This is an optimization exercise on Yosys and OpenROAD, whose aim is small area, not a production implementation. In this exercise RTL edits were held to simulation tests only and were not proved equivalent to the original. No activity file was given, so power comes from the tool's default toggle rates.

--- design/flow/run.sh ---
#!/bin/bash
# synth_recipe.tcl (not shown) runs the flow's synth.tcl, then flattens the netlist and writes it again
# the make line also repeats each setting of config.mk as NAME=value (left out here)
make -C /OpenROAD-flow-scripts/flow DESIGN_CONFIG=/design/flow/config.mk WORK_HOME=/design/flow/orfs CLKGATE_MAP_FILE= SYNTH_SCRIPT=/design/flow/synth_recipe.tcl finish
--- design/flow/constraint.sdc ---
create_clock -name core_clock -period 8.0 [get_ports {clk}]
set_input_delay 1.6000 -clock core_clock [delete_from_list [all_inputs] [get_ports {clk}]]
set_output_delay 1.6000 -clock core_clock [all_outputs]
set_load 0.01 [all_outputs]
--- design/flow/design.v ---
module idxfp (
    input             clk,
    input             rst,             
    input             reset_capable,   
    input             poll,
    input      [31:0] now,
    output            busy,
    input             rx_avail,
    input       [7:0] rx_data,
    output            rx_pop,
    output            rdr_rst_n,
    output            ev_read,
    output            ev_remove,
    output     [39:0] ev_tag,
    input             cfg_req,
    input             cfg_we,
    input       [1:0] cfg_addr,
    input      [31:0] cfg_wdata,
    output     [31:0] cfg_rdata
);
    localparam [31:0] WAIT_RESET = 32'd1000;
    localparam [4:0]  DRAIN_MAX  = 5'd16;
    localparam [7:0] B_STX = 8'h02;
    localparam [7:0] B_ETX = 8'h03;
    localparam [7:0] B_LF  = 8'h0A;
    localparam [7:0] B_CR  = 8'h0D;
    localparam [1:0] P_IDLE    = 2'd0;
    localparam [1:0] P_SETTLED = 2'd1;
    localparam [1:0] P_AWAIT   = 2'd2;
    localparam [1:0] S_IDLE  = 2'd0;
    localparam [1:0] S_DRAIN = 2'd1;
    localparam [1:0] S_PSM   = 2'd2;
    localparam [1:0] S_END   = 2'd3;
    localparam E_CHK = 0;
    localparam E_FRM = 1;
    localparam E_HEX = 2;
    localparam E_OVF = 3;
    reg  [1:0]  state;
    reg  [4:0]  n;           
    reg         seen;        
    reg  [39:0] cur;         
    reg  [31:0] now_q;       
    reg  [7:0]  fb [0:5];
    reg  [3:0]  hold;
    reg  [3:0]  ncnt;
    reg         fd_err;
    reg         in_frame;
    reg  [1:0]  pstate;
    reg  [32:0] deadline;
    reg  [39:0] last_tag;
    reg  [31:0] wait_r;
    reg  [1:0]  ev_en;
    reg  [3:0]  errstat;
    reg         rdr_rst_n_q;
    reg         ev_read_q;
    reg         ev_remove_q;
    reg  [39:0] ev_tag_q;
    reg  [31:0] cfg_rdata_q;
    wire       is_stx  = (rx_data == B_STX);
    wire       is_etx  = (rx_data == B_ETX);
    wire       is_pad  = (rx_data == B_CR) || (rx_data == B_LF);
    wire       is_hexd = (rx_data >= 8'h30) && (rx_data <= 8'h39);
    wire       is_hexl = (rx_data >= 8'h41) && (rx_data <= 8'h46);
    wire       is_hex  = is_hexd || is_hexl;
    wire       is_inv  = !(is_stx || is_etx || is_pad || is_hex);
    wire [3:0] nib     = is_hexd ? rx_data[3:0] : (rx_data[3:0] + 4'd9);
    wire [7:0] fb_xor  = fb[0] ^ fb[1] ^ fb[2] ^ fb[3] ^ fb[4];
    wire       chk_ok  = (fb_xor == fb[5]);
    assign busy      = (state != S_IDLE);
    assign rx_pop    = (state == S_DRAIN) && rx_avail && (n < DRAIN_MAX);
    assign rdr_rst_n = rdr_rst_n_q;
    assign ev_read   = ev_read_q;
    assign ev_remove = ev_remove_q;
    assign ev_tag    = ev_tag_q;
    assign cfg_rdata = cfg_rdata_q;
    integer i;
    always @(posedge clk) begin
        if (rst) begin
            state       <= S_IDLE;
            n           <= 5'd0;
            seen        <= 1'b0;
            cur         <= 40'd0;
            now_q       <= 32'd0;
            for (i = 0; i < 6; i = i + 1)
                fb[i] <= 8'd0;
            hold        <= 4'd0;
            ncnt        <= 4'd0;
            fd_err      <= 1'b1;
            in_frame    <= 1'b0;
            pstate      <= P_IDLE;
            deadline    <= 33'd0;
            last_tag    <= 40'd0;
            wait_r      <= WAIT_RESET;
            ev_en       <= 2'd0;
            errstat     <= 4'd0;
            rdr_rst_n_q <= 1'b1;
            ev_read_q   <= 1'b0;
            ev_remove_q <= 1'b0;
            ev_tag_q    <= 40'd0;
            cfg_rdata_q <= 32'd0;
        end else begin
            ev_read_q   <= 1'b0;
            ev_remove_q <= 1'b0;
            rdr_rst_n_q <= 1'b1;
            case (state)
            S_IDLE: begin
                if (poll) begin
                    now_q <= now;
                    n     <= 5'd0;
                    seen  <= 1'b0;
                    state <= S_DRAIN;
                end else if (cfg_req) begin
                    if (cfg_we) begin
                        case (cfg_addr)
                        2'd0: wait_r  <= cfg_wdata;
                        2'd1: ev_en   <= cfg_wdata[1:0];
                        2'd2: errstat <= errstat & ~cfg_wdata[3:0];
                        default: ;
                        endcase
                    end else begin
                        case (cfg_addr)
                        2'd0:    cfg_rdata_q <= wait_r;
                        2'd1:    cfg_rdata_q <= {30'd0, ev_en};
                        2'd2:    cfg_rdata_q <= {28'd0, errstat};
                        default: cfg_rdata_q <= 32'd0;
                        endcase
                    end
                end
            end
            S_DRAIN: begin
                if (rx_pop) begin
                    n <= n + 5'd1;
                    if (is_stx) begin
                        if (in_frame)
                            errstat[E_FRM] <= 1'b1;
                        ncnt     <= 4'd0;
                        fd_err   <= 1'b0;
                        in_frame <= 1'b1;
                    end else if (is_etx) begin
                        if (!fd_err) begin
                            if (chk_ok) begin
                                seen <= 1'b1;
                                cur  <= {fb[0], fb[1], fb[2], fb[3], fb[4]};
                            end else if (in_frame) begin
                                errstat[E_CHK] <= 1'b1;
                            end
                        end
                        in_frame <= 1'b0;
                    end else if (is_hex) begin
                        if (!fd_err) begin
                            if (ncnt == 4'd12) begin
                                fd_err <= 1'b1;
                                if (in_frame)
                                    errstat[E_OVF] <= 1'b1;
                            end else if (!ncnt[0]) begin
                                hold <= nib;
                                ncnt <= ncnt + 4'd1;
                            end else begin
                                fb[ncnt[3:1]] <= {hold, nib};
                                ncnt <= ncnt + 4'd1;
                            end
                        end
                    end else if (is_inv) begin
                        if (!fd_err) begin
                            fd_err <= 1'b1;
                            if (in_frame)
                                errstat[E_HEX] <= 1'b1;
                        end
                    end
                end else begin
                    state <= S_PSM;
                end
            end
            S_PSM: begin
                if (seen) begin
                    last_tag <= cur;
                    if (!reset_capable) begin
                        ev_read_q <= ev_en[0];
                        ev_tag_q  <= cur;
                        pstate    <= P_SETTLED;
                    end else begin
                        if (pstate != P_AWAIT) begin
                            ev_read_q <= ev_en[0];
                            ev_tag_q  <= cur;
                        end
                        rdr_rst_n_q <= 1'b0;
                        pstate      <= P_AWAIT;
                        deadline    <= {1'b0, now_q} + {1'b0, wait_r};
                    end
                end else begin
                    if (reset_capable && (pstate == P_AWAIT) &&
                        ({1'b0, now_q} >= deadline)) begin
                        ev_remove_q <= ev_en[1];
                        ev_tag_q    <= last_tag;
                        pstate      <= P_IDLE;
                    end
                end
                state <= S_END;
            end
            S_END: begin
                state <= S_IDLE;
            end
            endcase
        end
    end
endmodule
--- design/flow/config.mk ---
export PLATFORM = sky130hd
export DESIGN_NAME = idxfp
export DESIGN_NICKNAME = idxfp
export VERILOG_FILES = /design/flow/design.v
export SDC_FILE = /design/flow/constraint.sdc
export NUM_CORES = 4
export LEC_CHECK = 0
export CAP_MARGIN = 20
export CORE_MARGIN = 2
export CORE_UTILIZATION = 40
export SLEW_MARGIN = 20
==> results of run 1 <==
[through the flow]
step / hold slack, ns / power (mW) / cells / area (um^2) / util (%)
2_1_floorplan: 0.432 / 2.34 / 1858 / 16500 / -
6_report: 0.448 / 4.29 / 2514 / 19600 / 48.2
3_5_place_dp: 0.443 / 2.58 / 2444 / 18400 / 45.1
3_3_place_gp: 0.438 / 2.57 / 2444 / 18400 / 45.1
5_1_grt: 0.466 / 4.49 / 2513 / 19600 / 48.1
4_1_cts: 0.453 / 4.34 / 2513 / 19600 / 48.1
[cell type report]
type | count | area share (%)
multi-input cells | 1349 | 44.7
flip-flops and latches | 326 | 35.7
repair buffers | 172 | 8.61
clock buffers | 57 | 5.57
well taps | 532 | 3.39
inverters | 65 | 1.24
clock inverters | 12 | 0.753
diodes | 1 | 0.0128
[worst paths after layout]
path | endpoint | slack [ns]
worst min register to register | cfg_rdata_q[15] | 0.45
worst max register to register | ev_tag_q[26] | 4.40
worst max-delay path | rx_pop | 3.26
worst min-delay path | cfg_rdata_q[15] | 0.45
[logic make-up after synthesis]
kind of cell	count (synthesis)	synth area share [%]
buffers and inverters	183	4.47
flip-flops	326	42.5
adder cells (fa/ha/maj)	78	5.97
AO/OA/AOI/OAI	398	17.4
multiplexers	132	8.03
AND/OR/NAND/NOR	673	18.0
XOR/XNOR	68	3.62
[cells in the final DEF (no fill, tap or decap), types with 14 or more instances in the layout]
master and count:
inv_1 65, a22o_1 39, nand4_1 14, nand3_1 42, nor3_1 24, xor2_1 19
edfxtp_1 48, nor2_1 157, clkdlybuf4s50_1 156, clkbuf_16 39, nand2_1 339, a211oi_1 14
nand2b_1 18, a21oi_1 188, ha_1 77, buf_4 15, a221oi_2 39, o21ai_0 28
xnor2_1 49, dfxtp_1 277, a21o_1 28, mux2i_1 131
[power by group through the flow]
stage / clock (mW) / sequential [mW] / combinational [mW]
2_1_floorplan: 0 / 1.79 / 0.558
3_3_place_gp: 0 / 1.81 / 0.761
3_5_place_dp: 0 / 1.81 / 0.774
4_1_cts: 1.79 / 1.77 / 0.778
5_1_grt: 1.85 / 1.78 / 0.863
6_report: 1.75 / 1.77 / 0.772
[sequential cells by signal, summed over array words and instances, names as in the netlist, 4 cells and up]
register / flops
hold: 4
cfg_rdata_q: 32
now_q: 32
wait_r: 32
ncnt: 4
deadline: 33
errstat: 4
fb: 48
last_tag: 40
ev_tag_q: 40
cur: 40
n: 5
[layer usage]
| layer | vias to the layer above | share of wire (%) | GRT usage, % |
|---|---|---|---|
| met5 | - | 0 | 0 |
| met4 | 0 | 1.8 | 4.94 |
| met3 | 58 | 5.6 | 3.41 |
| met2 | 309 | 43 | 30.2 |
| met1 | 6285 | 50 | 29.8 |
| li1 | 6711 | - | - |
[tightest hold or removal path, cell delays in order, from the launching register on]
cell	delay, ns
dfxtp_1	0.31
nand2_1	0.05
a21oi_1	0.05
==> flow_metrics.py, run 1 <==
metrics = {
    "status": {
        "outcome": "finished clean",
    },
    "drt": {
        "first_pass_iters": 6,
        "drt_iter0_markers": 698,
        "drt_wl_total_um": 42600,
        "ant_nets": 0,
        "viasPerCell": 5.32,
        "wire_per_inst_um": 16.9,
        "drc": 0,
        "via_count": 13400,
    },
    "flow_run": {
        "max_cap_violations": 0,
    },
    "worst_hold_path": {
        "whs_path_depth": 2,
        "min_path_type": "reg -> reg",
        "hp-start": "cfg_rdata_q[15]",
    },
    "logic_synthesis": {
        "ys_seq_area_share_pct": 42.5,
        "avgSynthCellArea_um2": 8.86,
        "synth_area_um2": 16500,
        "synth.area.top_cells": "dfxtp_1, edfxtp_1, mux2i_1",
        "yosys-top-cells-count": "nand2_1, dfxtp_1, a21oi_1",
        "synth_top_cell_area_share_pct": 33.8,
        "synth_fp_nets": 2017,
        "synth_edf_count": 48,
        "synth_cell_types": 75,
        "synthFlopType": "dfxtp_1",
        "synth.largest_area_cell": "dfxtp_1",
        "syn_inst": 1858,
        "synth_most_common_cell": "nand2_1",
        "yosys_warnings": 1,
        "async_reset_ff_share_pct": 0,
        "yosys_register_bits": 326,
    },
    "cts": {
        "cts_root_buffer": "clkbuf_16",
        "post_cts_resize_count": 0,
        "cts.sinks": 326,
        "clockBufferDepth": 3,
        "postCtsSetupRepairBufs": 0,
        "cts_tree": "yes",
        "clk_pin_slew_ns": 0.06,
        "cts_buffers": 38,
        "cts_max_level": 2,
        "worstSkewPairLatency_ns": 0.53,
        "postCtsHoldBufs": 0,
    },
    "grt": {
        "grt_pass1_vias": 12800,
        "grt_max_degree": 113,
        "track_usage_pct": 20.1,
        "antenna_found_initial": 1,
        "overflow": 0,
        "grt_pass1_wl_um": 68900,
    },
    "setup_path": {
        "path_depth": 4,
        "r2r_start": "now_q[10]",
        "crit_buf_inv": 3,
        "crit_arrival_ns": 3.14,
        "cp_top_family": "buffers and inverters",
        "startpoint_type": "input port",
        "startpoint": "rx_avail",
        "max_stage_delay_ns": 0.58,
        "ff2ff_path_depth": 10,
        "cpMostUsedCell": "clkdlybuf4s50_1",
        "critPathCaptureType": "output pin",
        "cp.required_ns": 6.40,
        "critPathMaxFanout": 7,
        "crit_type": "in -> out",
        "critical-path-slowest-cell": "clkdlybuf4s50_1",
        "worstPathCellList": "clkdlybuf4s50_1 > nand3b_1 > inv_1 > clkdlybuf4s50_1",
    },
    "die": {
        "core_area_um2": 40700,
        "fp.dieW_um": 207,
        "ios": 158,
        "start_util_pct": 40.4,
        "rows": 74,
        "die_area_um2": 42800,
        "die_h_um": 207,
    },
    "place": {
        "pre_cts_ws_ns": 2.94,
        "io_buffers": 157,
        "gp_congestion": 0.838,
        "dp_hpwl_um": 29300,
    },
    "power": {
        "switchingPower_mw": 1.23,
        "pwr-share-comb_pct": 18.0,
        "clkPwrFrac_pct": 40.7,
        "pwr-share-seq_pct": 41.3,
        "leakagePower_nw": 7.49,
        "switching_share_pct": 28.6,
        "p_per_area_nw_per_um2": 219,
        "internal_power_mw": 3.06,
        "ir_worst_vdd_uv": 160,
    },
    "sta": {
        "final.min_clock_period_ns": 4.74,
        "layout_worst_path_cycle_share_pct": 59.3,
        "relSlewSlack_pct": 33.4,
        "skew_ns": 0.0144,
        "hold_violations": 0,
        "finalSetupTns_ns": 0,
        "layout_setup_ws_ns": 3.26,
        "setup_viol": 0,
        "slew_viol_final": 0,
        "rsz0062_at_grt": "false",
        "worstMarginPinSlew_ns": 0.999,
        "fmax_mhz": 211,
    },
    "finish": {
        "final_nets": 2111,
        "fill_cells": 3898,
        "drive_above_1_share_pct": 6.92,
        "multi_input_area_um2": 8760,
        "seq_area_um2": 7010,
        "syn_to_final_growth_pct": 19.1,
    },
}
==> run 2, diff against run 1 <==
==> design/flow/design.v (replaced) <==
module idxfp (
    input             clk,
    input             rst,             
    input             reset_capable,   
    input             poll,
    input      [31:0] now,
    output            busy,
    input             rx_avail,
    input       [7:0] rx_data,
    output            rx_pop,
    output            rdr_rst_n,
    output            ev_read,
    output            ev_remove,
    output     [39:0] ev_tag,
    input             cfg_req,
    input             cfg_we,
    input       [1:0] cfg_addr,
    input      [31:0] cfg_wdata,
    output     [31:0] cfg_rdata
);
    localparam [31:0] WAIT_RESET = 32'd1000;
    localparam E_CHK = 0;
    localparam E_FRM = 1;
    localparam E_HEX = 2;
    localparam E_OVF = 3;
    reg         busy_q;      
    reg  [4:0]  n;           
    reg         seen;        
    reg  [31:0] now_q;       
    reg  [7:0]  fb [0:5];
    reg  [3:0]  hold;
    reg  [3:0]  ncnt;
    reg         fd_err;
    reg         in_frame;
    reg         await;       
    reg  [32:0] deadline;
    reg  [39:0] last_tag;    
    reg  [31:0] wait_r;
    reg  [1:0]  ev_en;
    reg  [3:0]  errstat;
    reg  [1:0]  raddr;       
    wire       is_stx  = (rx_data == 8'h02);
    wire       is_etx  = (rx_data == 8'h03);
    wire       is_pad  = (rx_data == 8'h0D) || (rx_data == 8'h0A);
    wire       is_hexd = (rx_data[7:4] == 4'h3) && (rx_data[3:0] <= 4'h9);
    wire       is_hexl = (rx_data[7:4] == 4'h4) && (rx_data[3:0] != 4'h0) &&
                         (rx_data[3:0] <= 4'h6);
    wire       is_hex  = is_hexd || is_hexl;
    wire       is_inv  = !(is_stx || is_etx || is_pad || is_hex);
    wire [3:0] nib     = is_hexd ? rx_data[3:0] : (rx_data[3:0] + 4'd9);
    wire [7:0] fb_xor  = fb[0] ^ fb[1] ^ fb[2] ^ fb[3] ^ fb[4];
    wire       chk_ok  = (fb_xor == fb[5]);
    wire       pop     = busy_q && rx_avail && !n[4];
    wire       psm     = busy_q && !pop;
    wire       ge      = ({1'b0, now_q} >= deadline);
    assign busy      = busy_q;
    assign rx_pop    = pop;
    assign ev_tag    = last_tag;
    assign ev_read   = psm && seen && ev_en[0] && !(reset_capable && await);
    assign ev_remove = psm && !seen && reset_capable && await && ge && ev_en[1];
    assign rdr_rst_n = !(psm && seen && reset_capable);
    assign cfg_rdata = (raddr == 2'd0) ? wait_r :
                       (raddr == 2'd1) ? {30'd0, ev_en} :
                       (raddr == 2'd2) ? {28'd0, errstat} : 32'd0;
    integer i;
    always @(posedge clk) begin
        raddr <= cfg_addr;
        if (rst) begin
            busy_q      <= 1'b0;
            for (i = 0; i < 6; i = i + 1)
                fb[i] <= 8'd0;
            fd_err      <= 1'b1;
            in_frame    <= 1'b0;
            await       <= 1'b0;
            wait_r      <= WAIT_RESET;
            ev_en       <= 2'd0;
            errstat     <= 4'd0;
        end else if (!busy_q) begin
            if (poll) begin
                now_q  <= now;
                n      <= 5'd0;
                seen   <= 1'b0;
                busy_q <= 1'b1;
            end else if (cfg_req && cfg_we) begin
                case (cfg_addr)
                2'd0: wait_r  <= cfg_wdata;
                2'd1: ev_en   <= cfg_wdata[1:0];
                2'd2: errstat <= errstat & ~cfg_wdata[3:0];
                default: ;
                endcase
            end
        end else if (pop) begin
            n <= n + 5'd1;
            if (is_stx) begin
                if (in_frame)
                    errstat[E_FRM] <= 1'b1;
                ncnt     <= 4'd0;
                fd_err   <= 1'b0;
                in_frame <= 1'b1;
            end else if (is_etx) begin
                if (!fd_err) begin
                    if (chk_ok) begin
                        seen     <= 1'b1;
                        last_tag <= {fb[0], fb[1], fb[2], fb[3], fb[4]};
                    end else if (in_frame) begin
                        errstat[E_CHK] <= 1'b1;
                    end
                end
                in_frame <= 1'b0;
            end else if (is_hex) begin
                if (!fd_err) begin
                    if (ncnt == 4'd12) begin
                        fd_err <= 1'b1;
                        if (in_frame)
                            errstat[E_OVF] <= 1'b1;
                    end else if (!ncnt[0]) begin
                        hold <= nib;
                        ncnt <= ncnt + 4'd1;
                    end else begin
                        fb[ncnt[3:1]] <= {hold, nib};
                        ncnt <= ncnt + 4'd1;
                    end
                end
            end else if (is_inv) begin
                if (!fd_err) begin
                    fd_err <= 1'b1;
                    if (in_frame)
                        errstat[E_HEX] <= 1'b1;
                end
            end
        end else begin
            busy_q <= 1'b0;
            if (seen) begin
                if (reset_capable) begin
                    await    <= 1'b1;
                    deadline <= {1'b0, now_q} + {1'b0, wait_r};
                end
            end else if (ge) begin
                await <= 1'b0;
            end
        end
    end
endmodule
==> flow_metrics.py, run 2 <==
metrics = {
    "setup_path": {
        "timing.rr.end": "fb[4][0]",
        "critPathMaxFanout": 7,
        "r2r_start": "busy_q",
        "startpoint_type": "input port",
        "critPathCaptureType": "output pin",
        "crit_arrival_ns": 3.45,
        "ff2ff_setup_slack_ns": 4.63,
        "ff2ff_path_depth": 7,
        "cp.required_ns": 6.40,
        "crit_type": "in -> out",
    },
    "logic_synthesis": {
        "synthFlopType": "edfxtp_1",
        "synth_area_um2": 10600,
        "synth_fp_nets": 1104,
        "yosys_register_bits": 211,
        "synth_xor_area_share_pct": 6.11,
        "synth_most_common_cell": "edfxtp_1",
        "syn_inst": 951,
        "synthMuxAreaShare_pct": 0.661,
        "synth_cell_types": 62,
        "synth_edf_count": 167,
        "synth_top_cell_area_share_pct": 47.3,
        "ys_seq_area_share_pct": 55.6,
        "synth_compound_area_share_pct": 10.9,
        "synth.largest_area_cell": "edfxtp_1",
        "synth_top_family_by_area": "simple AND/OR/NAND/NOR gates",
        "synth_fa_ha_area_share_pct": 8.56,
        "async_reset_ff_share_pct": 0,
        "avgSynthCellArea_um2": 11.2,
        "yosys_warnings": 1,
        "yosys-top-cells-count": "edfxtp_1, nand2_1, a21oi_1",
        "synth.area.top_cells": "edfxtp_1, ha_1, dfxtp_1",
        "synth-simple-area-share_pct": 15.1,
    },
    "power": {
        "pwr-share-comb_pct": 7.7,
        "switchingPower_mw": 0.536,
        "pwr-share-seq_pct": 49.2,
        "clkPwrFrac_pct": 43.1,
        "finalPower_mw": 2.49,
        "ir_worst_vdd_uv": 166,
        "internal_power_mw": 1.96,
        "p_per_area_nw_per_um2": 187,
        "switching_share_pct": 21.5,
        "leakagePower_nw": 5.07,
    },
    "cts": {
        "post_cts_resize_count": 0,
        "cts.sinks": 211,
        "worstSkewPairLatency_ns": 0.52,
        "cts_max_level": 1,
        "postCtsHoldBufs": 0,
        "postCtsSetupRepairBufs": 0,
        "cts_root_buffer": "clkbuf_16",
        "clk_pin_slew_ns": 0.06,
        "clockBufferDepth": 3,
        "cts_buffers": 24,
        "cts_tree": "yes",
    },
    "sta": {
        "hold_violations": 0,
        "final.min_clock_period_ns": 5.05,
        "worstMarginPinSlew_ns": 0.936,
        "setup_viol": 0,
        "layout_worst_path_cycle_share_pct": 63.1,
        "fmax_mhz": 198,
        "finalSetupTns_ns": 0,
        "skew_ns": 0.0150,
        "rsz0062_at_grt": "false",
        "relSlewSlack_pct": 37.0,
        "slew_viol_final": 0,
    },
    "grt": {
        "grt_pass1_wl_um": 38200,
        "grt_max_degree": 57,
        "track_usage_pct": 17.2,
        "antenna_found_initial": 3,
        "grt_pass1_vias": 7237,
        "overflow": 0,
    },
    "finish": {
        "syn_to_final_growth_pct": 25.8,
        "largest_register_ffs": 48,
        "final_nets": 1269,
        "drive_above_1_share_pct": 5.21,
        "antenna_cells": 0,
        "postLayoutCoreUtil_pct": 51.2,
        "top_register": "fb",
        "final_area_um2": 13300,
        "fill_cells": 2326,
        "fin_cells": 1467,
        "reg_top3": "fb (48), last_tag (40), deadline (33)",
        "final_common_cell": "edfxtp_1",
        "final_cell_mix": "edfxtp_1, clkdlybuf4s50_1, nand2_1, a21oi_1, ha_1",
    },
    "place": {
        "placed_area_um2": 12600,
        "io_buffers": 157,
        "dp_hpwl_um": 18400,
        "gp_congestion": 0.863,
        "place_inst": 1425,
    },
    "die": {
        "rows": 59,
        "ios": 158,
        "die_area_um2": 27800,
        "die_h_um": 167,
        "start_util_pct": 40.7,
        "fp.dieW_um": 167,
        "core_area_um2": 26100,
    },
    "worst_hold_path": {
        "min_path_type": "reg -> reg",
        "hp-start": "fb[3][5]",
        "min_to": "last_tag[13]",
        "whs_path_depth": 0,
    },
    "drt": {
        "via_count": 7444,
        "highest_layer": "met5",
        "drt_wl_total_um": 24400,
        "route.met3.wl_um": 1400,
        "drc": 0,
        "viasPerCell": 5.07,
        "wire_per_inst_um": 16.6,
        "dr_wl_met2_um": 11400,
        "first_pass_iters": 5,
        "ant_nets": 0,
        "drt_iter0_markers": 385,
        "wl_met1_um": 11000,
    },
    "flow_run": {
        "max_cap_violations": 0,
    },
    "status": {
        "outcome": "finished clean",
    },
}
==> run 2: worst max-delay path by stage <==
| stage | start | endpoint | slack (ns) | cells past startpoint |
|---|---|---|---|---|
| after detailed placement | rx_data[1] | fb[3][6] | 2.87 | 11 |
| after global routing | now_q[1] | ev_remove | 2.84 | 10 |
| after floorplan | rx_data[5] | last_tag[0] | 1.74 | 5 |
| after global placement | rx_data[0] | fb[3][4] | 2.96 | 11 |
| after CTS | rx_avail | rx_pop | 2.96 | 5 |
| final | rx_avail | rx_pop | 2.95 | 5 |
==> run 2: critical path, stage by stage <==
cell and delay [ns]:
clkdlybuf4s50_1 0.47, nand2b_1 0.17, or2_2 0.40, inv_1 0.20, clkdlybuf4s50_1 0.60
==> run 2: power groups by stage <==
stage | combinational, mW | sequential [mW] | clock (mW)
CTS | 0.195 | 1.23 | 1.10
floorplan | 0.112 | 1.24 | 0
finish | 0.192 | 1.23 | 1.07
global placement | 0.192 | 1.25 | 0
detailed placement | 0.194 | 1.25 | 0
global route | 0.212 | 1.23 | 1.14
==> run 2: layout make-up <==
cell class / count / area (um^2) / share of cell area, %
Multi-Input combinational cell: 656 / 4410 / 33.1
Timing Repair Buffer: 164 / 1620 / 12.1
Sequential cell: 211 / 5900 / 44.2
Clock buffer: 29 / 629 / 4.72
Clock inverter: 13 / 146 / 1.10
Tap cell: 335 / 419 / 3.14
Inverter: 59 / 221 / 1.66
==> run 2: kinds of logic after synthesis <==
logic type / after synthesis
adder cells (fa/ha/maj): 72
buffers and inverters: 84
AO/OA/AOI/OAI: 179
XOR/XNOR: 74
multiplexers: 7
flip-flops: 211
AND/OR/NAND/NOR: 324
==> run 2: per-layer routing <==
| metal | vias to the layer above | global-route usage, % |
|---|---|---|
| met3 | 39 | 3.56 |
| li1 | 3722 | - |
| met4 | 6 | 4.54 |
| met2 | 201 | 29.0 |
| met1 | 3476 | 22.5 |
| met5 | - | 0 |
==> run 2: stage by stage <==
stage,setup slack (ns),hold WS (ns)
finish,2.95,0.469
global route,2.84,0.479
CTS,2.96,0.472
detailed placement,2.87,0.458
global placement,2.96,0.460
floorplan,1.74,0.442
==> run 3, diff against run 2 <==
--- a/design/flow/design.v
+++ b/design/flow/design.v
@@ -24,9 +24,10 @@
     localparam E_HEX = 2;
     localparam E_OVF = 3;
     reg         busy_q;      
-    reg  [4:0]  n;           
+    reg  [5:0]  cnt;         
     reg         seen;        
     reg  [31:0] now_q;       
+    reg         cy;          
     reg  [7:0]  fb [0:5];
     reg  [3:0]  hold;
     reg  [3:0]  ncnt;
@@ -50,21 +51,38 @@
     wire [3:0] nib     = is_hexd ? rx_data[3:0] : (rx_data[3:0] + 4'd9);
     wire [7:0] fb_xor  = fb[0] ^ fb[1] ^ fb[2] ^ fb[3] ^ fb[4];
     wire       chk_ok  = (fb_xor == fb[5]);
-    wire       pop     = busy_q && rx_avail && !n[4];
-    wire       psm     = busy_q && !pop;
-    wire       ge      = ({1'b0, now_q} >= deadline);
+    wire       drain   = busy_q && (cnt[5:4] == 2'b00);
+    wire       last    = cnt[5] && cnt[4];             
+    wire       psm     = last && cnt[0];               
+    wire       serial  = busy_q && (cnt[5] || cnt[4]) && !psm;
+    wire       pop     = drain && rx_avail;
+    wire       upd     = seen && reset_capable;        
+    wire       a_bit   = now_q[0] && !last;
+    wire       b_bit   = upd ? (wait_r[0] && !last) : !deadline[0];
+    wire       c_in    = (cnt == 6'd16) ? !upd : cy;
+    wire       s_bit   = a_bit ^ b_bit ^ c_in;
+    wire       c_out   = (a_bit & b_bit) | (a_bit & c_in) | (b_bit & c_in);
+    wire       ge      = cy;                           
     assign busy      = busy_q;
     assign rx_pop    = pop;
     assign ev_tag    = last_tag;
     assign ev_read   = psm && seen && ev_en[0] && !(reset_capable && await);
-    assign ev_remove = psm && !seen && reset_capable && await && ge && ev_en[1];
-    assign rdr_rst_n = !(psm && seen && reset_capable);
+    assign ev_remove = psm && !seen && await && ge && ev_en[1];
+    assign rdr_rst_n = !(psm && upd);
     assign cfg_rdata = (raddr == 2'd0) ? wait_r :
                        (raddr == 2'd1) ? {30'd0, ev_en} :
                        (raddr == 2'd2) ? {28'd0, errstat} : 32'd0;
     integer i;
     always @(posedge clk) begin
         raddr <= cfg_addr;
+        now_q <= poll ? {now[15:0], now[31:16]} : {now_q[0], now_q[31:1]};
+        cnt   <= busy_q ? cnt + 6'd1 : 6'd0;
+        if (serial) begin
+            cy       <= c_out;
+            deadline <= {upd ? s_bit : deadline[0], deadline[32:1]};
+            if (!last)
+                wait_r <= {wait_r[0], wait_r[31:1]};
+        end
         if (rst) begin
             busy_q      <= 1'b0;
             for (i = 0; i < 6; i = i + 1)
@@ -77,8 +95,6 @@
             errstat     <= 4'd0;
         end else if (!busy_q) begin
             if (poll) begin
-                now_q  <= now;
-                n      <= 5'd0;
                 seen   <= 1'b0;
                 busy_q <= 1'b1;
             end else if (cfg_req && cfg_we) begin
@@ -90,7 +106,6 @@
                 endcase
             end
         end else if (pop) begin
-            n <= n + 5'd1;
             if (is_stx) begin
                 if (in_frame)
                     errstat[E_FRM] <= 1'b1;
@@ -128,16 +143,9 @@
                         errstat[E_HEX] <= 1'b1;
                 end
             end
-        end else begin
+        end else if (psm) begin
             busy_q <= 1'b0;
-            if (seen) begin
-                if (reset_capable) begin
-                    await    <= 1'b1;
-                    deadline <= {1'b0, now_q} + {1'b0, wait_r};
-                end
-            end else if (ge) begin
-                await <= 1'b0;
-            end
+            await  <= seen ? reset_capable : (await && !ge);
         end
     end
 endmodule
==> flow_metrics.py, run 3 <==
metrics = {
    "logic_synthesis": {
        "avgSynthCellArea_um2": 13.2,
        "synth_fp_nets": 763,
        "synth_top_cell_area_share_pct": 44.4,
        "ys_seq_area_share_pct": 63.0,
        "yosys_warnings": 1,
        "yosys_register_bits": 213,
        "synth_edf_count": 131,
        "synthFlopType": "edfxtp_1",
        "async_reset_ff_share_pct": 0,
        "synth.area.top_cells": "edfxtp_1, dfxtp_1, mux2_2",
        "synth_most_common_cell": "edfxtp_1",
        "synth_area_um2": 8850,
        "yosys-top-cells-count": "edfxtp_1, dfxtp_1, nor2_1",
        "syn_inst": 673,
        "synth.largest_area_cell": "edfxtp_1",
        "synth_cell_types": 63,
    },
    "cts": {
        "post_cts_resize_count": 0,
        "cts_root_buffer": "clkbuf_16",
        "cts_max_level": 1,
        "cts_buffers": 23,
        "clk_pin_slew_ns": 0.06,
        "postCtsSetupRepairBufs": 0,
        "cts.sinks": 213,
        "cts_tree": "yes",
        "postCtsHoldBufs": 0,
        "clockBufferDepth": 3,
        "worstSkewPairLatency_ns": 0.50,
    },
    "drt": {
        "via_count": 5554,
        "ant_nets": 0,
        "drc": 0,
        "wire_per_inst_um": 16.4,
        "first_pass_iters": 4,
        "drt_wl_total_um": 18400,
        "drt_iter0_markers": 317,
        "viasPerCell": 4.93,
    },
    "status": {
        "outcome": "finished clean",
    },
    "grt": {
        "grt_pass1_vias": 5635,
        "grt_max_degree": 65,
        "track_usage_pct": 15.4,
        "antenna_found_initial": 0,
        "grt_pass1_wl_um": 29300,
        "overflow": 0,
    },
    "finish": {
        "drive_above_1_share_pct": 12.4,
        "final_cell_mix": "clkdlybuf4s50_1, edfxtp_1, dfxtp_1, nor2_1, and2_1",
        "final_common_cell": "clkdlybuf4s50_1",
        "final_nets": 921,
        "syn_to_final_growth_pct": 29.1,
        "top_register": "fb",
        "largest_register_ffs": 48,
        "antenna_cells": 0,
        "reg_top3": "fb (48), last_tag (40), deadline (33)",
    },
    "setup_path": {
        "cp.required_ns": 6.40,
        "ff2ff_path_depth": 6,
        "ff2ff_setup_slack_ns": 5.13,
        "crit_arrival_ns": 3.04,
        "critPathCaptureType": "output pin",
        "startpoint_type": "input port",
        "crit_type": "in -> out",
        "r2r_start": "ncnt[0]",
        "critPathMaxFanout": 8,
        "timing.rr.end": "fb[2][6]",
    },
    "worst_hold_path": {
        "whs_path_depth": 0,
        "min_to": "deadline[16]",
        "hp-start": "deadline[17]",
        "min_path_type": "reg -> reg",
    },
    "flow_run": {
        "max_cap_violations": 0,
    },
    "sta": {
        "hold_violations": 0,
        "finalSetupTns_ns": 0,
        "skew_ns": 0.0123,
        "worstMarginPinSlew_ns": 0.996,
        "rsz0062_at_grt": "false",
        "fmax_mhz": 215,
        "setup_viol": 0,
        "final.min_clock_period_ns": 4.64,
        "slew_viol_final": 0,
        "relSlewSlack_pct": 33.3,
        "layout_worst_path_cycle_share_pct": 58.0,
        "layout_setup_ws_ns": 3.36,
    },
    "place": {
        "pre_cts_ws_ns": 3.12,
        "io_buffers": 157,
        "gp_congestion": 0.797,
        "dp_hpwl_um": 13200,
    },
    "die": {
        "die_h_um": 153,
        "core_area_um2": 21800,
        "fp.dieW_um": 153,
        "rows": 54,
        "start_util_pct": 40.7,
        "ios": 158,
        "die_area_um2": 23300,
    },
    "power": {
        "leakagePower_nw": 4.30,
        "p_per_area_nw_per_um2": 209,
        "finalPower_mw": 2.39,
        "ir_worst_vdd_uv": 170,
    },
}
[run 3: changes by cell type after synthesis, sizes merged, moves of 19 or more]
cell / before / now
a21o: 22 / 2
mux2i: 7 / 37
dfxtp: 44 / 82
inv: 59 / 14
xnor2: 67 / 25
a211oi: 4 / 30
edfxtp: 167 / 131
nand2: 104 / 18
a21oi: 74 / 17
o21ai: 28 / 9
ha: 71 / 8
mux2: 0 / 35
[run 3: worst max path at each step]
stage                          start           to  slack, ns  cells past startpoint
after floorplan           rx_data[5]  last_tag[0]       4.14                      4
after global placement    rx_data[0]     fb[0][5]       3.31                      8
after detailed placement  rx_data[0]     fb[2][6]       3.12                      8
after CTS                   rx_avail       rx_pop       3.35                      4
after global routing        rx_avail       rx_pop       3.26                      4
final                       rx_avail       rx_pop       3.36                      4
[run 3: cell type report]
class                   instances  area [um^2]
clock inverters                 9          101
fillers                      1874        10300
multi-input cells             415         3090
flip-flops and latches        213         5580
repair buffers                163         1610
well taps                     280          350
clock buffers                  32          649
inverters                      15         56.3
[run 3: kinds of logic (layout without fill, tap and decap cells)]
group	after synthesis	count (layout)	share of synthesized area (%)
xor gates and xnor gates	42	42	5.09
buffers and inverters	45	219	2.25
and+or+nand+nor	215	215	13.1
adders and majority gates	9	9	1.36
AOI/OAI and AO/OA	77	77	6.60
muxes	72	72	8.63
DFF	213	213	63.0
[run 3: worst max-delay path, stage by stage]
cell             delay (ns)
clkdlybuf4s50_1        0.51
nand4bb_4              0.14
clkinv_1               0.19
clkdlybuf4s50_1        0.60
[run 3: power breakdown]
part	total, mW	leakage, nW	internal [mW]	switching (mW)
logic	0.140	2.01	0.0846	0.0553
clock network	1.05	0.369	0.632	0.415
registers	1.21	1.92	1.19	0.0173
[run 3: stage by stage]
stage | area [um^2] | instances | hold slack, ns | utilization, %
floorplan | 8850 | 673 | 0.400 | -
global placement | 10700 | 1086 | 0.403 | 49.1
detailed placement | 10700 | 1086 | 0.405 | 49.1
CTS | 11400 | 1127 | 0.421 | 52.5
global route | 11400 | 1127 | 0.437 | 52.5
finish | 11400 | 1127 | 0.418 | 52.5
[run 3: layer usage]
metal	GRT usage (%)	vias up	part of all wire (%)	wire length [um]
met4	4.54	0	2.6	478
met3	3.38	34	5.3	976
met5	0	-	0	0
li1	-	2737	-	-
met2	26.3	145	49	9040
met1	19.6	2638	43	7950
==> run 4, diff against run 3 <==
--- a/design/flow/design.v
+++ b/design/flow/design.v
@@ -36,7 +36,7 @@
     reg         await;       
     reg  [32:0] deadline;
     reg  [39:0] last_tag;    
-    reg  [31:0] wait_r;
+    reg  [31:0] wait_n;      
     reg  [1:0]  ev_en;
     reg  [3:0]  errstat;
     reg  [1:0]  raddr;       
@@ -57,8 +57,8 @@
     wire       serial  = busy_q && (cnt[5] || cnt[4]) && !psm;
     wire       pop     = drain && rx_avail;
     wire       upd     = seen && reset_capable;        
-    wire       a_bit   = now_q[0] && !last;
-    wire       b_bit   = upd ? (wait_r[0] && !last) : !deadline[0];
+    wire       a_bit   = (now_q[0] ^ cnt[0]) && !last;
+    wire       b_bit   = upd ? (!wait_n[0] && !last) : !deadline[0];
     wire       c_in    = (cnt == 6'd16) ? !upd : cy;
     wire       s_bit   = a_bit ^ b_bit ^ c_in;
     wire       c_out   = (a_bit & b_bit) | (a_bit & c_in) | (b_bit & c_in);
@@ -69,28 +69,32 @@
     assign ev_read   = psm && seen && ev_en[0] && !(reset_capable && await);
     assign ev_remove = psm && !seen && await && ge && ev_en[1];
     assign rdr_rst_n = !(psm && upd);
-    assign cfg_rdata = (raddr == 2'd0) ? wait_r :
+    assign cfg_rdata = (raddr == 2'd0) ? ~wait_n :
                        (raddr == 2'd1) ? {30'd0, ev_en} :
                        (raddr == 2'd2) ? {28'd0, errstat} : 32'd0;
+    wire       fb_wr   = pop && is_hex && !fd_err && (ncnt != 4'd12) && ncnt[0];
+    wire [7:0] fb_d    = rst ? 8'd0 : {hold, nib};
     integer i;
+    always @(posedge clk)
+        for (i = 0; i < 6; i = i + 1)
+            if (rst || (fb_wr && ncnt[3:1] == i))
+                fb[i] <= fb_d;
     always @(posedge clk) begin
         raddr <= cfg_addr;
-        now_q <= poll ? {now[15:0], now[31:16]} : {now_q[0], now_q[31:1]};
+        now_q <= poll ? {now[15:0], now[31:16]} : ~{now_q[0], now_q[31:1]};
         cnt   <= busy_q ? cnt + 6'd1 : 6'd0;
         if (serial) begin
             cy       <= c_out;
             deadline <= {upd ? s_bit : deadline[0], deadline[32:1]};
             if (!last)
-                wait_r <= {wait_r[0], wait_r[31:1]};
+                wait_n <= {wait_n[0], wait_n[31:1]};
         end
         if (rst) begin
             busy_q      <= 1'b0;
-            for (i = 0; i < 6; i = i + 1)
-                fb[i] <= 8'd0;
             fd_err      <= 1'b1;
             in_frame    <= 1'b0;
             await       <= 1'b0;
-            wait_r      <= WAIT_RESET;
+            wait_n      <= ~WAIT_RESET;
             ev_en       <= 2'd0;
             errstat     <= 4'd0;
         end else if (!busy_q) begin
@@ -99,7 +103,7 @@
                 busy_q <= 1'b1;
             end else if (cfg_req && cfg_we) begin
                 case (cfg_addr)
-                2'd0: wait_r  <= cfg_wdata;
+                2'd0: wait_n  <= ~cfg_wdata;
                 2'd1: ev_en   <= cfg_wdata[1:0];
                 2'd2: errstat <= errstat & ~cfg_wdata[3:0];
                 default: ;
@@ -132,7 +136,6 @@
                         hold <= nib;
                         ncnt <= ncnt + 4'd1;
                     end else begin
-                        fb[ncnt[3:1]] <= {hold, nib};
                         ncnt <= ncnt + 4'd1;
                     end
                 end
==> design/flow/flow/run.sh (new file) <==
#!/bin/bash
set -e
export BUFFER_PORTS_ARGS="-buffer_cell sky130_fd_sc_hd__buf_1"
bash standard.sh > standard.log 2>&1
==> design/flow/standard.sh (new file) <==
#!/bin/bash
# synth_recipe.tcl (not shown) runs the flow's synth.tcl, then flattens the netlist and writes it again
# the make line also repeats each setting of config.mk as NAME=value (left out here)
make -C /OpenROAD-flow-scripts/flow DESIGN_CONFIG=/design/flow/config.mk WORK_HOME=/design/flow/orfs CLKGATE_MAP_FILE= SYNTH_SCRIPT=/design/flow/synth_recipe.tcl "${@:-finish}"
removed: design/flow/run.sh
==> flow_metrics.py, run 4 <==
metrics = {
    "finish": {
        "antenna_cells": 0,
        "final_nets": 933,
        "drive_above_1_share_pct": 10.0,
        "final_cell_mix": "buf_1, edfxtp_1, nand2_1, dfxtp_1, o21ai_0",
        "postLayoutCoreUtil_pct": 48.5,
        "fill_cells": 1912,
        "largest_register_ffs": 48,
        "syn_to_final_growth_pct": 20.0,
        "reg_top3": "fb (48), last_tag (40), deadline (33)",
        "top_register": "fb",
        "final_common_cell": "buf_1",
    },
    "cts": {
        "clk_pin_slew_ns": 0.06,
        "cts_max_level": 1,
        "cts_buffers": 23,
        "cts_root_buffer": "clkbuf_16",
        "worstSkewPairLatency_ns": 0.51,
        "cts.sinks": 213,
        "postCtsHoldBufs": 0,
        "post_cts_resize_count": 0,
        "postCtsSetupRepairBufs": 0,
        "clockBufferDepth": 3,
        "cts_tree": "yes",
    },
    "setup_path": {
        "max_stage_delay_ns": 0.39,
        "ff2ff_setup_slack_ns": 4.93,
        "startpoint": "rx_avail",
        "cpMostUsedCell": "buf_1",
        "critical-path-slowest-cell": "and4bb_2",
        "ff2ff_path_depth": 6,
        "startpoint_type": "input port",
        "cp.required_ns": 6.40,
        "timing.rr.end": "last_tag[0]",
        "worstPathCellList": "buf_1 > and4bb_2 > buf_1",
        "r2r_start": "fb[2][3]",
        "critPathMaxFanout": 8,
        "endpoint": "rx_pop",
        "path_depth": 3,
        "crit_type": "in -> out",
        "cp_top_family": "buffers and inverters",
        "critPathCaptureType": "output pin",
        "crit_arrival_ns": 2.38,
        "crit_buf_inv": 2,
    },
    "power": {
        "switchingPower_mw": 0.504,
        "internal_power_mw": 1.93,
        "switching_share_pct": 20.7,
        "ir_worst_vdd_uv": 143,
        "pwr-share-seq_pct": 50.2,
        "pwr-share-comb_pct": 5.5,
        "leakagePower_nw": 3.38,
        "p_per_area_nw_per_um2": 241,
        "clkPwrFrac_pct": 44.3,
    },
    "sta": {
        "slew_viol_final": 0,
        "final.min_clock_period_ns": 3.98,
        "hold_ws_ns": 0.404,
        "relSlewSlack_pct": 32.6,
        "layout_worst_path_cycle_share_pct": 49.7,
        "skew_ns": 0.0109,
        "setup_viol": 0,
        "finalSetupTns_ns": 0,
        "rsz0062_at_grt": "false",
        "worstMarginPinSlew_ns": 1.00,
        "hold_violations": 0,
        "fmax_mhz": 251,
    },
    "logic_synthesis": {
        "ys_seq_area_share_pct": 66.3,
        "yosys-top-cells-count": "edfxtp_1, nand2_1, dfxtp_1",
        "synth_top_cell_area_share_pct": 46.8,
        "synth_cell_types": 50,
        "synthFlopType": "edfxtp_1",
        "synth_edf_count": 131,
        "synth_area_um2": 8410,
        "synth.area.top_cells": "edfxtp_1, dfxtp_1, nand2_1",
        "async_reset_ff_share_pct": 0,
        "synth.largest_area_cell": "edfxtp_1",
        "syn_inst": 685,
        "avgSynthCellArea_um2": 12.3,
        "synth_most_common_cell": "edfxtp_1",
        "synth_fp_nets": 776,
        "yosys_register_bits": 213,
        "yosys_warnings": 2,
    },
    "drt": {
        "via_count": 5380,
        "drt_wl_total_um": 16600,
        "drt_iter0_markers": 273,
        "drc": 0,
        "route.met3.wl_um": 1200,
        "viasPerCell": 4.75,
        "first_pass_iters": 4,
        "ant_nets": 0,
        "highest_layer": "met4",
        "wire_per_inst_um": 14.7,
        "wl_met1_um": 7640,
        "dr_wl_met2_um": 7480,
    },
    "die": {
        "die_area_um2": 22200,
        "fp.dieW_um": 149,
        "die_h_um": 149,
        "core_area_um2": 20800,
        "rows": 53,
        "start_util_pct": 40.4,
        "ios": 158,
    },
    "grt": {
        "grt_max_degree": 68,
        "antenna_found_initial": 0,
        "overflow": 0,
        "grt_pass1_vias": 5100,
        "track_usage_pct": 15.2,
        "grt_pass1_wl_um": 26900,
    },
    "place": {
        "gp_congestion": 0.787,
        "dp_hpwl_um": 11200,
        "io_buffers": 157,
    },
    "status": {
        "outcome": "finished clean",
    },
    "flow_run": {
        "max_cap_violations": 0,
    },
    "worst_hold_path": {
        "min_path_type": "reg -> reg",
    },
}
run 4: cells by family (layout without fill, tap and decap cells):
group | after synthesis | in the layout | share of synthesized area [%]
xor+xnor | 43 | 43 | 5.78
mux | 29 | 29 | 3.88
flops | 213 | 213 | 66.3
compound gates | 109 | 109 | 7.91
fa+ha+maj | 10 | 10 | 1.58
buf+inv | 43 | 215 | 1.98
simple gates | 238 | 238 | 12.6
run 4: metrics by stage:
| step | setup slack, ns | cell area [um^2] | instances | total power [mW] |
|---|---|---|---|---|
| 2_1_floorplan | 2.99 | 8410 | 685 | 1.33 |
| 6_report | 4.02 | 10100 | 1132 | 2.43 |
| 4_1_cts | 4.01 | 10100 | 1130 | 2.46 |
| 5_1_grt | 3.87 | 10100 | 1132 | 2.53 |
| 3_3_place_gp | 3.61 | 9300 | 1090 | 1.38 |
| 3_5_place_dp | 3.55 | 9300 | 1090 | 1.38 |
run 4: worst min path at each step:
stage / start / to / slack [ns] / cells after the start
finish: now_q[31] / now_q[30] / 0.40 / 1
global route: now_q[29] / now_q[28] / 0.42 / 1
CTS: now_q[2] / now_q[1] / 0.41 / 1
detailed placement: now_q[24] / now_q[23] / 0.40 / 1
global placement: now_q[1] / now_q[0] / 0.39 / 1
floorplan: now_q[1] / now_q[0] / 0.39 / 1
run 4: power groups by stage:
stage          clock network, mW  logic (mW)  registers [mW]
2_1_floorplan                  0      0.0926            1.24
3_3_place_gp                   0       0.132            1.25
3_5_place_dp                   0       0.134            1.25
6_report                    1.08       0.133            1.22
4_1_cts                     1.11       0.135            1.22
5_1_grt                     1.15       0.149            1.23
run 4: layout make-up:
type | instances | area, um^2 | area share, %
clock buffer | 27 | 601 | 5.95
clock inverter | 13 | 170 | 1.69
inverter | 10 | 37.5 | 0.372
multi-input combinational | 429 | 2710 | 26.8
sequential | 213 | 5580 | 55.2
tap | 275 | 344 | 3.41
timing repair buffer | 165 | 661 | 6.55
run 4: routing by layer:
layer	vias to the layer above	global-route usage (%)
li1	2728	-
met2	151	24.3
met1	2476	20.5
met5	-	0
met4	0	3.76
met3	25	4.53
==> run 5, diff against run 4 <==
==> design/flow/flow/run.sh (replaced) <==
#!/bin/bash
set -e
export BUFFER_PORTS_ARGS="-buffer_cell sky130_fd_sc_hd__buf_1"
export CTS_ARGS="-sink_clustering_enable -repair_clock_nets -dont_use_dummy_load -buf_list sky130_fd_sc_hd__clkbuf_8"
bash standard.sh > standard.log 2>&1
==> flow_metrics.py, run 5 <==
metrics = {
    "status": {
        "outcome": "finished clean",
    },
    "drt": {
        "via_count": 5414,
        "wire_per_inst_um": 14.8,
        "drt_wl_total_um": 16700,
        "first_pass_iters": 4,
        "ant_nets": 0,
        "viasPerCell": 4.80,
        "drt_iter0_markers": 209,
        "drc": 0,
    },
    "cts": {
        "clk_pin_slew_ns": 0.06,
        "cts_max_level": 2,
        "postCtsHoldBufs": 0,
        "clockBufferDepth": 3,
        "post_cts_resize_count": 0,
        "postCtsSetupRepairBufs": 0,
        "cts_tree": "yes",
        "cts_buffers": 37,
        "cts.sinks": 213,
        "worstSkewPairLatency_ns": 0.51,
        "cts_root_buffer": "clkbuf_8",
    },
    "worst_hold_path": {
        "min_path_type": "reg -> reg",
    },
    "setup_path": {
        "critPathMaxFanout": 8,
        "startpoint_type": "input port",
        "crit_arrival_ns": 2.39,
        "critical-path-slowest-cell": "and4bb_2",
        "cpMostUsedCell": "buf_1",
        "worstPathCellList": "buf_1 > and4bb_2 > buf_1",
        "crit_type": "in -> out",
        "critPathCaptureType": "output pin",
        "max_stage_delay_ns": 0.39,
        "cp.required_ns": 6.40,
        "ff2ff_setup_slack_ns": 4.95,
    },
    "logic_synthesis": {
        "yosys_register_bits": 213,
        "synth.area.top_cells": "edfxtp_1, dfxtp_1, nand2_1",
        "synth_most_common_cell": "edfxtp_1",
        "synth_area_um2": 8410,
        "synth_fa_ha_area_share_pct": 1.58,
        "syn_inst": 685,
        "ys_seq_area_share_pct": 66.3,
        "synth_edf_count": 131,
        "synth_fp_nets": 776,
        "yosys_warnings": 2,
        "async_reset_ff_share_pct": 0,
        "synthFlopType": "edfxtp_1",
        "synth_top_cell_area_share_pct": 46.8,
        "synth-simple-area-share_pct": 12.6,
        "yosys-top-cells-count": "edfxtp_1, nand2_1, dfxtp_1",
        "synth.largest_area_cell": "edfxtp_1",
        "synthMuxAreaShare_pct": 3.88,
        "avgSynthCellArea_um2": 12.3,
        "synth_xor_area_share_pct": 5.78,
        "synth_top_family_by_area": "simple AND/OR/NAND/NOR gates",
        "synth_compound_area_share_pct": 7.91,
        "synth_cell_types": 50,
    },
    "finish": {
        "largest_register_ffs": 48,
        "syn_to_final_growth_pct": 16.8,
        "drive_above_1_share_pct": 10.5,
        "final_nets": 947,
        "final_common_cell": "buf_1",
        "fin_cells": 1129,
        "final_cell_mix": "buf_1, edfxtp_1, nand2_1, dfxtp_1, o21ai_0",
        "antenna_cells": 0,
        "top_register": "fb",
        "reg_top3": "fb (48), last_tag (40), deadline (33)",
    },
    "power": {
        "ir_worst_vdd_uv": 112,
        "internal_power_mw": 1.67,
        "clkPwrFrac_pct": 36.2,
        "leakagePower_nw": 3.27,
        "pwr-share-seq_pct": 57.5,
        "switching_share_pct": 21.3,
        "switchingPower_mw": 0.453,
        "p_per_area_nw_per_um2": 216,
        "pwr-share-comb_pct": 6.3,
    },
    "sta": {
        "layout_worst_path_cycle_share_pct": 49.9,
        "finalSetupTns_ns": 0,
        "skew_ns": 0.0463,
        "worstMarginPinSlew_ns": 1.01,
        "hold_violations": 0,
        "relSlewSlack_pct": 31.8,
        "rsz0062_at_grt": "false",
        "layout_setup_ws_ns": 4.01,
        "slew_viol_final": 0,
        "fmax_mhz": 250,
        "setup_viol": 0,
        "final.min_clock_period_ns": 3.99,
    },
    "grt": {
        "overflow": 0,
        "grt_pass1_vias": 5232,
        "grt_pass1_wl_um": 27000,
        "grt_max_degree": 68,
        "antenna_found_initial": 0,
        "track_usage_pct": 15.4,
    },
    "die": {
        "fp.dieW_um": 149,
        "start_util_pct": 40.4,
        "ios": 158,
        "die_h_um": 149,
        "core_area_um2": 20800,
        "rows": 53,
        "die_area_um2": 22200,
    },
    "place": {
        "place_inst": 1090,
        "gp_congestion": 0.787,
        "io_buffers": 157,
        "dp_hpwl_um": 11200,
        "pre_cts_ws_ns": 3.55,
    },
    "flow_run": {
        "max_cap_violations": 0,
    },
}
==> run 5: worst max-delay path, delay by kind of cell <==
| kind | cells | cell delay (ns) |
|---|---|---|
| buffers and inverters | 2 | 0.40 |
| and+or+nand+nor | 1 | 0.39 |
==> run 5: cells by family (layout without fill, tap and decap cells) <==
logic type      after synthesis  count (layout)
simple gates                238             238
flops                       213             213
compound gates              109             109
xor+xnor                     43              43
buf+inv                      43             212
mux                          29              29
fa+ha+maj                    10              10
==> run 5: area by class of cell <==
cell class                 count  area (um^2)
tap                          275          344
inverter                      10         37.5
clock buffer                  37          509
sequential                   213         5580
fill                        1929        11000
timing repair buffer         165          661
multi-input combinational    429         2710
==> run 5: path summary, 6_finish.rpt <==
path              cells after the start  startpoint           end
setup / recovery                      3    rx_avail        rx_pop
hold / removal                        1   now_q[11]     now_q[10]
setup reg to reg                      6    fb[2][6]  last_tag[22]
hold reg to reg                       1   now_q[11]     now_q[10]
==> run 5: layer usage <==
| metal | GRT usage (%) | routed length [um] | vias to the layer above | part of all wire [%] |
|---|---|---|---|---|
| met5 | 0 | 0 | - | 0 |
| met4 | 4.90 | 302 | 0 | 1.8 |
| met3 | 4.77 | 1200 | 27 | 7.2 |
| met2 | 24.1 | 7460 | 159 | 45 |
| met1 | 20.4 | 7710 | 2495 | 46 |
| li1 | - | - | 2733 | - |
==> run 5: metrics by stage <==
step | power (mW) | instance area (um^2) | hold WS (ns) | util [%]
final | 2.13 | 9830 | 0.399 | 47.2
after floorplan | 1.33 | 8410 | 0.388 | -
after global routing | 2.22 | 9830 | 0.413 | 47.2
after global placement | 1.38 | 9300 | 0.390 | 44.7
after CTS | 2.16 | 9810 | 0.401 | 47.1
after detailed placement | 1.38 | 9300 | 0.399 | 44.7
==> run 5: power groups by stage <==
| stage | sequential [mW] | combinational [mW] | clock, mW |
|---|---|---|---|
| after global routing | 1.23 | 0.149 | 0.847 |
| after detailed placement | 1.25 | 0.134 | 0 |
| after CTS | 1.22 | 0.135 | 0.799 |
| final | 1.22 | 0.133 | 0.771 |
| after floorplan | 1.24 | 0.0926 | 0 |
| after global placement | 1.25 | 0.132 | 0 |
==> run 6, diff against run 5 <==
==> design/flow/flow/run.sh (replaced) <==
#!/bin/bash
set -e
export BUFFER_PORTS_ARGS="-buffer_cell sky130_fd_sc_hd__buf_1"
export CTS_ARGS="-sink_clustering_enable -repair_clock_nets -dont_use_dummy_load -buf_list sky130_fd_sc_hd__clkbuf_4 -sink_clustering_size 20"
bash standard.sh > standard.log 2>&1
==> flow_metrics.py, run 6 <==
metrics = {
    "status": {
        "outcome": "finished clean",
    },
    "logic_synthesis": {
        "synth_most_common_cell": "edfxtp_1",
        "synth_fp_nets": 776,
        "ys_seq_area_share_pct": 66.3,
        "synth.largest_area_cell": "edfxtp_1",
        "synth_top_cell_area_share_pct": 46.8,
        "synth_edf_count": 131,
        "yosys_register_bits": 213,
        "synth_area_um2": 8410,
        "yosys-top-cells-count": "edfxtp_1, nand2_1, dfxtp_1",
        "synth.area.top_cells": "edfxtp_1, dfxtp_1, nand2_1",
        "avgSynthCellArea_um2": 12.3,
        "synth_cell_types": 50,
        "synthFlopType": "edfxtp_1",
        "yosys_warnings": 2,
        "async_reset_ff_share_pct": 0,
        "syn_inst": 685,
    },
    "setup_path": {
        "ff2ff_setup_slack_ns": 4.90,
        "startpoint_type": "input port",
        "critPathCaptureType": "output pin",
        "timing.rr.end": "last_tag[16]",
        "cp.required_ns": 6.40,
        "critPathMaxFanout": 8,
        "crit_arrival_ns": 2.38,
        "r2r_start": "fb[2][3]",
        "ff2ff_path_depth": 6,
        "crit_type": "in -> out",
    },
    "finish": {
        "drive_above_1_share_pct": 12.3,
        "top_register": "fb",
        "largest_register_ffs": 48,
        "reg_top3": "fb (48), last_tag (40), deadline (33)",
        "final_common_cell": "buf_1",
        "final_cell_mix": "buf_1, edfxtp_1, nand2_1, dfxtp_1, o21ai_0",
        "syn_to_final_growth_pct": 15.6,
        "final_area_um2": 9730,
        "postLayoutCoreUtil_pct": 46.7,
        "final_nets": 964,
    },
    "drt": {
        "drt_wl_total_um": 16800,
        "viasPerCell": 4.81,
        "dr_wl_met2_um": 7500,
        "route.met3.wl_um": 1440,
        "wl_met1_um": 7540,
        "wire_per_inst_um": 14.6,
        "ant_nets": 0,
        "first_pass_iters": 4,
        "drc": 0,
        "highest_layer": "met4",
        "drt_iter0_markers": 252,
        "via_count": 5522,
    },
    "cts": {
        "clk_pin_slew_ns": 0.06,
        "cts_tree": "yes",
        "post_cts_resize_count": 0,
        "cts_root_buffer": "clkbuf_4",
        "cts.sinks": 213,
        "worstSkewPairLatency_ns": 0.64,
        "clockBufferDepth": 3,
        "cts_max_level": 2,
        "postCtsHoldBufs": 0,
        "postCtsSetupRepairBufs": 0,
        "cts_buffers": 54,
    },
    "grt": {
        "grt_pass1_vias": 5342,
        "grt_pass1_wl_um": 27300,
        "antenna_found_initial": 1,
        "track_usage_pct": 15.6,
        "overflow": 0,
        "grt_max_degree": 68,
    },
    "sta": {
        "final.min_clock_period_ns": 3.98,
        "finalSetupTns_ns": 0,
        "layout_worst_path_cycle_share_pct": 49.8,
        "relSlewSlack_pct": 31.5,
        "setup_viol": 0,
        "rsz0062_at_grt": "false",
        "layout_setup_ws_ns": 4.02,
        "skew_ns": 0.0701,
        "fmax_mhz": 251,
        "hold_violations": 0,
        "slew_viol_final": 0,
        "worstMarginPinSlew_ns": 1.02,
    },
    "place": {
        "io_buffers": 157,
        "placed_area_um2": 9300,
        "dp_hpwl_um": 11200,
        "gp_congestion": 0.787,
        "pre_cts_ws_ns": 3.55,
    },
    "power": {
        "leakagePower_nw": 3.25,
        "p_per_area_nw_per_um2": 208,
        "ir_worst_vdd_uv": 86.0,
    },
    "die": {
        "die_h_um": 149,
        "ios": 158,
        "rows": 53,
        "die_area_um2": 22200,
        "fp.dieW_um": 149,
        "start_util_pct": 40.4,
        "core_area_um2": 20800,
    },
    "worst_hold_path": {
        "whs_path_depth": 1,
        "min_to": "now_q[27]",
        "hp-start": "now_q[28]",
        "min_path_type": "reg -> reg",
    },
    "flow_run": {
        "max_cap_violations": 0,
    },
}
==> run 6: cells by family after synthesis <==
| kind of cell | share of synthesized area (%) |
|---|---|
| and+or+nand+nor | 12.6 |
| DFF | 66.3 |
| buffers and inverters | 1.98 |
| muxes | 3.88 |
| xor gates and xnor gates | 5.78 |
| AOI/OAI and AO/OA | 7.91 |
| adders and majority gates | 1.58 |
==> run 6: layout make-up <==
class / count / area, um^2
Fill cell: 1951 / 11100
Sequential cell: 213 / 5580
Multi-Input combinational cell: 429 / 2710
Timing Repair Buffer: 165 / 661
Clock buffer: 54 / 405
Tap cell: 275 / 344
Inverter: 10 / 37.5
Antenna cell: 1 / 2.50
==> run 6: through the flow <==
| step | instances | power, mW | hold slack [ns] |
|---|---|---|---|
| floorplan | 685 | 1.33 | 0.388 |
| global placement | 1090 | 1.38 | 0.390 |
| detailed placement | 1090 | 1.38 | 0.399 |
| CTS | 1144 | 2.06 | 0.376 |
| global route | 1147 | 2.13 | 0.398 |
| finish | 1147 | 2.02 | 0.372 |
==> run 6: worst max-delay path by stage <==
stage	start	to	slack, ns	cells after the start
global route	rx_avail	rx_pop	3.97	3
floorplan	rx_data[5]	last_tag[0]	2.99	6
CTS	rx_avail	rx_pop	4.01	3
global placement	rx_data[5]	last_tag[31]	3.61	6
finish	rx_avail	rx_pop	4.02	3
detailed placement	rx_data[0]	fb[3][7]	3.55	7
==> run 6: routing by layer <==
| layer | up-vias | GRT usage, % |
|---|---|---|
| met5 | - | 0 |
| met4 | 0 | 5.62 |
| met3 | 29 | 5.60 |
| met2 | 184 | 24.1 |
| met1 | 2519 | 20.3 |
| li1 | 2790 | - |
==> run 6: where the power goes <==
part	total [mW]	leakage [nW]	switching (mW)	internal [mW]
sequential	1.22	1.90	0.0208	1.20
clock	0.667	0.248	0.362	0.304
combinational	0.133	1.10	0.0689	0.0640
==> run 6: worst max-delay path: stages <==
cell and delay, ns:
buf_1 0.15, and4bb_2 0.38, buf_1 0.25
==> run 7, diff against run 6 <==
==> design/flow/flow/run.sh (replaced) <==
#!/bin/bash
set -e
export BUFFER_PORTS_ARGS="-buffer_cell sky130_fd_sc_hd__buf_1"
export CTS_ARGS="-sink_clustering_enable -repair_clock_nets -dont_use_dummy_load -buf_list sky130_fd_sc_hd__clkbuf_8 -sink_clustering_size 16 -sink_clustering_max_diameter 60"
bash standard.sh > standard.log 2>&1
==> flow_metrics.py, run 7 <==
metrics = {
    "drt": {
        "drt_wl_total_um": 16400,
        "wire_per_inst_um": 14.8,
        "first_pass_iters": 4,
        "ant_nets": 0,
        "drc": 0,
        "viasPerCell": 4.80,
        "drt_iter0_markers": 260,
        "via_count": 5344,
    },
    "grt": {
        "grt_pass1_wl_um": 26600,
        "overflow": 0,
        "track_usage_pct": 15.1,
        "grt_max_degree": 68,
        "grt_pass1_vias": 5069,
        "antenna_found_initial": 0,
    },
    "finish": {
        "antenna_cells": 0,
        "top_register": "fb",
        "final_nets": 931,
        "syn_to_final_growth_pct": 14.2,
        "drive_above_1_share_pct": 8.83,
        "reg_top3": "fb (48), last_tag (40), deadline (33)",
        "largest_register_ffs": 48,
        "final_cell_mix": "buf_1, edfxtp_1, nand2_1, dfxtp_1, o21ai_0",
        "final_common_cell": "buf_1",
        "fill_cells": 1942,
    },
    "logic_synthesis": {
        "synth_compound_area_share_pct": 7.91,
        "synth_top_cell_area_share_pct": 46.8,
        "yosys-top-cells-count": "edfxtp_1, nand2_1, dfxtp_1",
        "async_reset_ff_share_pct": 0,
        "synth.largest_area_cell": "edfxtp_1",
        "synth.area.top_cells": "edfxtp_1, dfxtp_1, nand2_1",
        "synth-simple-area-share_pct": 12.6,
        "synth_fa_ha_area_share_pct": 1.58,
        "ys_seq_area_share_pct": 66.3,
        "synth_fp_nets": 776,
        "syn_inst": 685,
        "synth_top_family_by_area": "simple AND/OR/NAND/NOR gates",
        "synth_area_um2": 8410,
        "synthMuxAreaShare_pct": 3.88,
        "yosys_warnings": 2,
        "synth_cell_types": 50,
        "synthFlopType": "edfxtp_1",
        "avgSynthCellArea_um2": 12.3,
        "yosys_register_bits": 213,
        "synth_xor_area_share_pct": 5.78,
        "synth_most_common_cell": "edfxtp_1",
        "synth_edf_count": 131,
    },
    "setup_path": {
        "critPathCaptureType": "output pin",
        "critPathMaxFanout": 8,
        "cp.required_ns": 6.40,
        "r2r_start": "fb[2][3]",
        "ff2ff_setup_slack_ns": 4.92,
        "startpoint_type": "input port",
        "crit_type": "in -> out",
        "ff2ff_path_depth": 6,
        "crit_arrival_ns": 2.39,
        "timing.rr.end": "last_tag[1]",
    },
    "sta": {
        "layout_worst_path_cycle_share_pct": 49.8,
        "hold_violations": 0,
        "rsz0062_at_grt": "false",
        "fmax_mhz": 251,
        "hold_ws_ns": 0.354,
        "setup_viol": 0,
        "worstMarginPinSlew_ns": 1.01,
        "slew_viol_final": 0,
        "skew_ns": 0.0408,
        "finalSetupTns_ns": 0,
        "final.min_clock_period_ns": 3.99,
        "relSlewSlack_pct": 31.7,
    },
    "cts": {
        "clk_pin_slew_ns": 0.09,
        "postCtsSetupRepairBufs": 0,
        "cts_buffers": 21,
        "worstSkewPairLatency_ns": 0.51,
        "cts_tree": "yes",
        "post_cts_resize_count": 0,
        "cts_max_level": 1,
        "cts_root_buffer": "clkbuf_8",
        "cts.sinks": 213,
        "postCtsHoldBufs": 0,
        "clockBufferDepth": 3,
    },
    "place": {
        "dp_hpwl_um": 11200,
        "gp_congestion": 0.787,
        "io_buffers": 157,
    },
    "die": {
        "start_util_pct": 40.4,
        "core_area_um2": 20800,
        "die_area_um2": 22200,
        "fp.dieW_um": 149,
        "ios": 158,
        "die_h_um": 149,
        "rows": 53,
    },
    "worst_hold_path": {
        "hp-start": "now_q[11]",
        "min_to": "now_q[10]",
        "whs_path_depth": 1,
        "min_path_type": "reg -> reg",
    },
    "power": {
        "leakagePower_nw": 3.16,
        "ir_worst_vdd_uv": 106,
        "p_per_area_nw_per_um2": 199,
    },
    "flow_run": {
        "max_cap_violations": 0,
    },
    "status": {
        "outcome": "finished clean",
    },
}
==> run 7: changes by cell type in the layout (fill, tap and decap cells not counted) <==
cell / before / now
clkbuf_4: 54 / 0
clkbuf_8: 0 / 21
diode_2: 1 / 0
==> run 7: critical path, cell delays in order <==
cell and delay, ns:
buf_1 0.14, and4bb_2 0.39, buf_1 0.25
==> run 7: metrics by stage <==
stage	worst slack [ns]	area (um^2)	power (mW)	utilization, %	instances
global placement	3.61	9300	1.38	44.7	1090
detailed placement	3.55	9300	1.38	44.7	1090
CTS	4.01	9590	1.94	46.0	1111
finish	4.01	9610	1.91	46.2	1113
floorplan	2.99	8410	1.33	-	685
global route	3.87	9610	2.00	46.2	1113
==> run 7: final cells by class <==
type                            instances  area (um^2)  share of cell area (%)
Sequential cell                       213         5580                    58.0
Multi-Input combinational cell        429         2710                    28.1
Timing Repair Buffer                  165          661                    6.87
Clock buffer                           21          289                    3.01
Inverter                               10         37.5                   0.391
Tap cell                              275          344                    3.58
==> run 7: worst max path at each step <==
stage / startpoint / end / slack (ns) / cells after the start
CTS: rx_avail / rx_pop / 4.01 / 3
finish: rx_avail / rx_pop / 4.01 / 3
global placement: rx_data[5] / last_tag[31] / 3.61 / 6
global route: rx_data[0] / fb[3][1] / 3.87 / 7
detailed placement: rx_data[0] / fb[3][7] / 3.55 / 7
floorplan: rx_data[5] / last_tag[0] / 2.99 / 6
==> run 7: report_power, final <==
group	internal, mW	total (mW)	switching (mW)
Sequential	1.20	1.22	0.0210
Combinational	0.0640	0.133	0.0689
Clock	0.234	0.561	0.327
Total	1.50	1.91	0.417
==> run 7: cell families (layout without fill, tap and decap cells) <==
family | Yosys count | after routing
and+or+nand+nor | 238 | 238
buffers and inverters | 43 | 196
muxes | 29 | 29
DFF | 213 | 213
AOI/OAI and AO/OA | 109 | 109
xor gates and xnor gates | 43 | 43
adders and majority gates | 10 | 10
==> run 7: routing by layer <==
layer | wire [um] | track usage, %
met5 | 0 | 0
met1 | 7700 | 20.5
met4 | 301 | 3.62
met2 | 7330 | 24.1
met3 | 1100 | 4.07

## what the ideal ports hide
The flow's constraints put no driver on any port. The routed layouts listed below were extracted and timed again, unchanged, in two steps. Step 1 assumes that a clkbuf_16 drives the clock port and a buf_2 every other input. Step 2, shift: input delay + t, output delay - t, t = (earliest + latest rising clock arrival at the registers) / 2. This alone moves slack from input paths to output paths. Three values: ideal ports, drivers, drivers and shift; two values: the first two.
run	shift t [ns]	setup slack, ns
run 1	0.581	3.259 / 3.237 / 2.899
run 2	0.556	2.954 / 2.931 / 2.839
run 3	0.538	3.356 / 3.302 / 3.071
run 4	0.550	4.020 / 3.997 / 3.593
run 5	0.528	4.005 / 3.982 / 3.585
run 6	0.653	4.020 / 3.996 / 3.570
run 7	0.532	4.012 / 3.989 / 3.604
After both steps setup and hold are still met in every run listed.
